This is an optimization exercise on Yosys and OpenROAD, whose aim is small area, a short achievable clock period and few clock cycles per item, not a production implementation.
Function was checked by simulation only, so behaviour that the tests miss may differ from the original.

<file path="flow/design.v">
module datc_gain (
    input  wire        clk,
    input  wire        rst,
    input  wire        ctl_valid,
    input  wire        ctl_vol,        
    input  wire [1:0]  ctl_ch,         
    input  wire [15:0] ctl_arg,
    input  wire        blk_valid,
    output wire        blk_ready,
    input  wire [4:0]  blk_cnt,        
    input  wire [2:0]  blk_fmt,        
    input  wire        in_valid,
    output wire        in_ready,
    input  wire [63:0] in_data,        
    output wire        out_valid,
    input  wire        out_ready,
    output wire [31:0] out_data,
    output wire        out_last
);
    localparam BUF_FRAMES = 16;
    localparam WORDS      = 2 * BUF_FRAMES;
    localparam ONE        = 25'd16777216;    
    reg        mute [0:2];
    reg [15:0] vol  [0:2];
    integer    i;
    always @(posedge clk) begin
        if (rst) begin
            for (i = 0; i < 3; i = i + 1) begin
                mute[i] <= 1'b0;
                vol[i]  <= 16'd0;
            end
        end else if (ctl_valid && ctl_ch != 2'd3) begin
            if (ctl_vol)
                vol[ctl_ch] <= ctl_arg[15] ? ctl_arg : 16'd0;    
            else
                mute[ctl_ch] <= ctl_arg[0];
        end
    end
    wire signed [16:0] att0 = $signed({vol[2][15], vol[2]}) + $signed({vol[0][15], vol[0]});
    wire signed [16:0] att1 = $signed({vol[2][15], vol[2]}) + $signed({vol[1][15], vol[1]});
    wire        sil0 = mute[2] | mute[0] | (att0 <= -17'sd32768);
    wire        sil1 = mute[2] | mute[1] | (att1 <= -17'sd32768);
    wire [16:0] natt0 = -att0;
    wire [16:0] natt1 = -att1;
    localparam S_IDLE = 3'd0, S_DB = 3'd1, S_DIV = 3'd2, S_IN = 3'd3,
               S_OUTL = 3'd4, S_OUTR = 3'd5, S_PAD = 3'd6;
    reg [2:0]  state;
    reg [4:0]  cnt;
    reg [2:0]  fmt;
    reg [24:0] gain_cur [0:1];     
    reg [24:0] gain_tgt [0:1];     
    reg [1:0]  silent;
    reg [14:0] natt [0:1];
    reg        db_ch;              
    reg [3:0]  db_bit;
    reg [30:0] db_acc;             
    reg [5:0]  div_n;              
    reg [41:0] div_q [0:1];        
    reg [4:0]  div_r [0:1];        
    reg [1:0]  div_neg;
    reg signed [47:0] step [0:1];
    reg signed [47:0] racc [0:1];  
    reg [4:0]  frame;              
    reg [5:0]  word;               
    reg [31:0] word_l, word_r;
    assign blk_ready = (state == S_IDLE);
    assign in_ready  = (state == S_IN);
    assign out_valid = (state == S_OUTL) || (state == S_OUTR) || (state == S_PAD);
    assign out_data  = (state == S_OUTL) ? word_l :
                       (state == S_OUTR) ? word_r : 32'd0;
    assign out_last  = out_valid && (word == WORDS - 1);
    reg [30:0] db_c;
    always @(*) begin
        case (db_bit)
            4'd0:    db_c = 31'd1073259045;
            4'd1:    db_c = 31'd1072776484;
            4'd2:    db_c = 31'd1071812012;
            4'd3:    db_c = 31'd1069885668;
            4'd4:    db_c = 31'd1066043361;
            4'd5:    db_c = 31'd1058400094;
            4'd6:    db_c = 31'd1043277569;
            4'd7:    db_c = 31'd1013677647;
            4'd8:    db_c = 31'd956973408;
            4'd9:    db_c = 31'd852903448;
            4'd10:   db_c = 31'd677485290;
            4'd11:   db_c = 31'd427464319;
            4'd12:   db_c = 31'd170176611;
            4'd13:   db_c = 31'd26971175;
            default: db_c = 31'd677485;
        endcase
    end
    wire [61:0] db_prod = db_acc * db_c;
    wire        db_sel  = natt[db_ch][db_bit];
    wire signed [25:0] delta0 = $signed({1'b0, gain_tgt[0]}) - $signed({1'b0, gain_cur[0]});
    wire signed [25:0] delta1 = $signed({1'b0, gain_tgt[1]}) - $signed({1'b0, gain_cur[1]});
    wire [25:0] mag0 = delta0[25] ? -delta0 : delta0;
    wire [25:0] mag1 = delta1[25] ? -delta1 : delta1;
    wire [5:0]  div_t0 = {div_r[0], div_q[0][41]};
    wire [5:0]  div_t1 = {div_r[1], div_q[1][41]};
    wire        div_ge0 = div_t0 >= {1'b0, cnt};
    wire        div_ge1 = div_t1 >= {1'b0, cnt};
    wire [5:0]  div_d0  = div_t0 - {1'b0, cnt};
    wire [5:0]  div_d1  = div_t1 - {1'b0, cnt};
    wire [31:0] cont_l = in_data[31:0];
    wire [31:0] cont_r = fmt[0] ? in_data[63:32] : in_data[31:0];
    wire signed [23:0] s_l = !fmt[1] ? {{8{cont_l[15]}}, cont_l[15:0]} :
                             fmt[2]  ? cont_l[31:8] : cont_l[23:0];
    wire signed [23:0] s_r = !fmt[1] ? {{8{cont_r[15]}}, cont_r[15:0]} :
                             fmt[2]  ? cont_r[31:8] : cont_r[23:0];
    wire signed [47:0] ofs0 = racc[0] >>> 16;
    wire signed [47:0] ofs1 = racc[1] >>> 16;
    wire [24:0] g_l = gain_cur[0] + ofs0[24:0];
    wire [24:0] g_r = gain_cur[1] + ofs1[24:0];
    wire signed [49:0] p_l = s_l * $signed({1'b0, g_l});
    wire signed [49:0] p_r = s_r * $signed({1'b0, g_r});
    wire [49:0] pm_l = p_l[49] ? -p_l : p_l;
    wire [49:0] pm_r = p_r[49] ? -p_r : p_r;
    wire [23:0] ym_l = pm_l[47:24];
    wire [23:0] ym_r = pm_r[47:24];
    wire [23:0] y_l  = p_l[49] ? -ym_l : ym_l;
    wire [23:0] y_r  = p_r[49] ? -ym_r : ym_r;
    wire [31:0] w_l  = fmt[1] ? {y_l, 8'd0} : {y_l[15:0], 16'd0};
    wire [31:0] w_r  = fmt[1] ? {y_r, 8'd0} : {y_r[15:0], 16'd0};
    always @(posedge clk) begin
        if (rst) begin
            state       <= S_IDLE;
            gain_cur[0] <= ONE;
            gain_cur[1] <= ONE;
            gain_tgt[0] <= ONE;
            gain_tgt[1] <= ONE;
            cnt         <= 5'd0;
            fmt         <= 3'd0;
            word        <= 6'd0;
            frame       <= 5'd0;
        end else begin
            case (state)
            S_IDLE: if (blk_valid) begin
                cnt     <= blk_cnt;
                fmt     <= blk_fmt;
                silent  <= {sil1, sil0};
                natt[0] <= natt0[14:0];
                natt[1] <= natt1[14:0];
                db_ch   <= 1'b0;
                db_bit  <= 4'd0;
                db_acc  <= 31'h40000000;
                state   <= S_DB;
            end
            S_DB: begin
                if (db_sel)
                    db_acc <= db_prod[60:30];
                if (db_bit == 4'd14) begin
                    if (db_ch == 1'b0) begin
                        gain_tgt[0] <= silent[0] ? 25'd0 : (db_sel ? db_prod[60:36] : db_acc[30:6]);
                        db_ch  <= 1'b1;
                        db_bit <= 4'd0;
                        db_acc <= 31'h40000000;
                    end else begin
                        gain_tgt[1] <= silent[1] ? 25'd0 : (db_sel ? db_prod[60:36] : db_acc[30:6]);
                        state  <= S_DIV;
                        div_n  <= 6'd42;
                    end
                end else begin
                    db_bit <= db_bit + 4'd1;
                end
                div_r[0] <= 5'd0;
                div_r[1] <= 5'd0;
            end
            S_DIV: begin
                if (div_n == 6'd42) begin
                    div_q[0]   <= {mag0, 16'd0};
                    div_q[1]   <= {mag1, 16'd0};
                    div_neg    <= {delta1[25], delta0[25]};
                    div_n      <= div_n - 6'd1;
                    if (cnt == 5'd0) begin
                        word  <= 6'd0;
                        state <= S_PAD;
                    end
                end else begin
                    div_r[0] <= div_ge0 ? div_d0[4:0] : div_t0[4:0];
                    div_r[1] <= div_ge1 ? div_d1[4:0] : div_t1[4:0];
                    div_q[0] <= {div_q[0][40:0], div_ge0};
                    div_q[1] <= {div_q[1][40:0], div_ge1};
                    if (div_n == 6'd0) begin
                        step[0] <= div_neg[0] ? -$signed({6'd0, div_q[0][40:0], div_ge0})
                                              :  $signed({6'd0, div_q[0][40:0], div_ge0});
                        step[1] <= div_neg[1] ? -$signed({6'd0, div_q[1][40:0], div_ge1})
                                              :  $signed({6'd0, div_q[1][40:0], div_ge1});
                        racc[0] <= 48'sd0;
                        racc[1] <= 48'sd0;
                        frame   <= 5'd0;
                        word    <= 6'd0;
                        state   <= S_IN;
                    end
                    div_n <= div_n - 6'd1;
                end
            end
            S_IN: if (in_valid) begin
                word_l <= w_l;
                word_r <= w_r;
                state  <= S_OUTL;
            end
            S_OUTL: if (out_ready) begin
                word  <= word + 6'd1;
                state <= S_OUTR;
            end
            S_OUTR: if (out_ready) begin
                word    <= word + 6'd1;
                frame   <= frame + 5'd1;
                racc[0] <= racc[0] + step[0];
                racc[1] <= racc[1] + step[1];
                if (frame + 5'd1 == cnt) begin
                    gain_cur[0] <= gain_tgt[0];
                    gain_cur[1] <= gain_tgt[1];
                    state <= (word == WORDS - 1) ? S_IDLE : S_PAD;
                end else begin
                    state <= S_IN;
                end
            end
            S_PAD: if (out_ready) begin
                word <= word + 6'd1;
                if (word == WORDS - 1)
                    state <= S_IDLE;
            end
            default: state <= S_IDLE;
            endcase
        end
    end
endmodule
</file>
<file path="flow/run.sh">
#!/bin/bash
# synth_recipe.tcl (not shown) runs the flow's synth.tcl, then flattens the netlist and writes it again
# the make line also repeats each setting of config.mk as NAME=value (left out here)
make -C /OpenROAD-flow-scripts/flow DESIGN_CONFIG=/design/flow/config.mk WORK_HOME=/design/flow/orfs CLKGATE_MAP_FILE= SYNTH_SCRIPT=/design/flow/synth_recipe.tcl finish
</file>
<file path="flow/config.mk">
export PLATFORM = sky130hd
export DESIGN_NAME = datc_gain
export DESIGN_NICKNAME = datc_gain
export VERILOG_FILES = /design/flow/design.v
export SDC_FILE = /design/flow/constraint.sdc
export NUM_CORES = 4
export LEC_CHECK = 0
export CAP_MARGIN = 20
export CORE_MARGIN = 2
export CORE_UTILIZATION = 40
export SLEW_MARGIN = 20
</file>
<file path="flow/constraint.sdc">
create_clock -name core_clock -period 12.5 [get_ports {clk}]
set_input_delay 2.5000 -clock core_clock [delete_from_list [all_inputs] [get_ports {clk}]]
set_output_delay 2.5000 -clock core_clock [all_outputs]
set_load 0.01 [all_outputs]
</file>
==> run summary <==
initial antenna violation count -> 5
Initial Util -> 40.2%
height of the die -> 520 um
Final Cell Area -> 117000 sq um
Worst Skew -> 54.7 ps
Die W -> 520 um
Hold Path Class -> reg2reg
number of iterations in the first detailed-routing pass -> 6
Pins Over Slew Limit -> 0
clock latency (worst-skew pair) -> 700 ps
slew margin rel. -> 23.5%
Ports -> 133
Clock Tree Root -> clkbuf_16
DR iter-0 viols -> 6411
outcome -> no timing/DRC/antenna violations
worst slew pin tran -> 1150 ps
DRT antenna net count -> 0
die area -> 271000 sq um
CTS H-tree lvls -> 3
# nets final -> 14.9k
CP most frequent cell -> fa_1
crit end category -> register
# setup viols final -> 0
Finished Layout Cells -> 15.6k
post-DP HPWL -> 259000 um
Final Util -> 44.1%
Mapped Area -> 107000 sq um
Bufs on Longest Clock Path -> 3
WL per Instance -> 20.3 um
Vias -> 82.9k
Post-synth EDFFs -> 433
DR vias/cell -> 5.30
Primary FF master, synth -> edfxtp_1
clk slew on worst S/H paths -> 60 ps
critical path required time -> 12890 ps
TritonCTS buffer count -> 69
Startpoint Class -> register
share of cells above drive strength 1 -> 6.90%
Critical Path AT -> 12360 ps
maximum clock rate -> 83.6 MHz
Async SR Flop Fraction -> 0%
synthesized flop and latch total -> 585
leading area contributor after synthesis -> fa_1
Final Hold Fails -> 0
CP Max Fanout -> 6
DP Area -> 114000 sq um
site row count -> 189
GRT Residual Overflow -> 0
slowest CP cell -> fa_1
input/output buffers -> 124
CTS tree -> yes
first-pass GRT wire length -> 497000 um
critical path class -> reg2reg
vias in the first global route -> 84.8k
placed cells -> 15.5k
syn_area_per_cell -> 8.94 sq um
GP Congestion -> 0.960
clock sink count -> 585
CP peak stage delay -> 570 ps
synth unique cells -> 116
synth warn -> 8
Cells after Synth -> 11.9k
Synth-to-Final Area Change -> 9.70%
final worst-path cycle share -> 95.7%
top-area cell type share of the netlist area -> 34.3%
Area contributors post-synth -> fa_1 34%, edfxtp_1 12%, ha_1 11%
Tot GR Track Use -> 23.6%
number of hold buffers added after cts -> 0
Core Region -> 265000 sq um
DRC Markers -> 0
Setup WS pre-CTS -> -313 ps
largest net degree at the start of global routing -> 86
post-synthesis sequential area ratio -> 15.0%
number of max-cap violations -> 0
final setup margin -> 532 ps
fin crit period -> 11970 ps
DRT Wirelength -> 318000 um
## sequential cells by signal, summed over array words and instances (netlist names), 2 cells and up
register / count
mute: 3
vol: 48
step: 82
db_bit: 4
db_c: 30
gain_tgt: 50
db_acc: 31
fmt: 3
state: 3
div_q: 84
div_r: 10
word_r: 24
racc: 82
word_l: 24
div_n: 6
frame: 5
word: 6
cnt: 5
natt: 30
gain_cur: 50
div_neg: 2
silent: 2
## cells in the final DEF, fill, tap and decap left out, types with 38 or more instances in the layout
master           count
inv_1             2111
fa_1              1824
nand2_1           1660
nor2_1            1070
ha_1               918
buf_4              439
edfxtp_1           433
and2_1             370
a21oi_1            344
xnor2_1            308
o21ai_0            270
xor2_1             171
dfxtp_1            146
nand3_1            144
a21o_1             136
clkdlybuf4s50_1    123
nor3_1             115
nand2b_1           111
clkbuf_16           71
nor2b_1             70
o21a_1              69
or3_1               67
a31oi_1             67
mux2i_1             62
and3_1              53
a211oi_1            52
nand4_1             46
a22oi_1             46
o21bai_1            38
## cell families (layout without fill, tap and decap cells)
logic type	after synthesis	in the layout	share of synthesized area [%]
AO/OA/AOI/OAI	1409	1409	8.67
XOR/XNOR	495	495	4.07
adder cells (fa/ha/maj)	2747	2747	45.1
buffers and inverters	2646	2822	9.38
flip-flops	585	585	15.0
multiplexers	112	112	1.18
other	1	11	0.00352
AND/OR/NAND/NOR	3927	3927	16.6
## routing by layer
layer	vias up	global-route usage [%]	wire length [um]
li1	37900	-	-
met3	492	3.96	24800
met4	4	7.53	10900
met5	-	0	24
met1	41600	32.6	137000
met2	2947	37.8	146000
## worst max-delay path, delay by kind of cell, from the launching register on
kind	cells	cell delay, ps
adders and majority gates	10	4590
AOI/OAI and AO/OA	16	3190
and+or+nand+nor	8	2030
buffers and inverters	9	870
DFF	1	400
muxes	1	330
xor gates and xnor gates	2	250
## synth_stat cells (all sizes together), types with 152 or more instances
library cell / instances
xor2: 175
a21oi: 366
nand2: 1663
nor2: 1081
inv: 2114
fa: 1825
edfxtp: 433
clkbuf: 491
xnor2: 320
dfxtp: 152
o21ai: 304
and2: 371
ha: 922
## layout make-up
type / count / area (sq um)
repair buffers: 579 / 4830
well taps: 3533 / 4420
flip-flops and latches: 585 / 16100
clock buffers: 82 / 1870
clock inverters: 45 / 533
diodes: 3 / 7.51
fillers: 26000 / 148000
inverters: 2116 / 7940
multi-input cells: 8698 / 81300
## per-stage QoR
stage	hold WS, ps	setup TNS [ps]
6_report	471	0
5_1_grt	498	-323
4_1_cts	472	0
3_5_place_dp	468	-3260
3_3_place_gp	462	-2170
2_1_floorplan	445	0
## worst paths after layout
path                    end  depth (start not counted)           start  slack, ps
max              word_r[29]                         46     racc[1][16]        530
min          gain_cur[0][6]                          2  gain_tgt[0][6]        470
max reg2reg      word_r[29]                         46     racc[1][16]        530
min reg2reg  gain_cur[0][6]                          2  gain_tgt[0][6]        470
## what timing repair did
item | in CTS | in global routing
setup endpoints to repair | 19 | 39
pin swaps | 0 | 27
resized for setup | 6 | 99
buffers inserted | 0 | 13
Testbench counts, summed over its fixed seeds: cycles 46,848, blocks 384.

re-timing with driven ports:
In the flow no input, the clock included, has a driving cell. The finished layout below was timed again as built, in two steps. Step 1, drivers: a clkbuf_16 drives clk and a buf_2 each remaining input, both assumed. Step 2 moves the port delays by t, midway between the first and last clock arrival at a register: inputs arrive t later, outputs are due t later. That takes back most of the time a late clock gives input paths. a / b / c = no drivers / after step 1 / after step 2; a / b = the first two.
t, ns: 0.758
slack for setup (ns): 0.532 / 0.532 / 0.038
hold slack, ns: 0.471 / 0.471 / 0.471
worst data-port slew with drivers (ns): 0.08
After both steps this run still meets setup and hold. For this run, drivers alone change the setup slack by 0.000 ns; drivers and shift together by -0.494 ns.
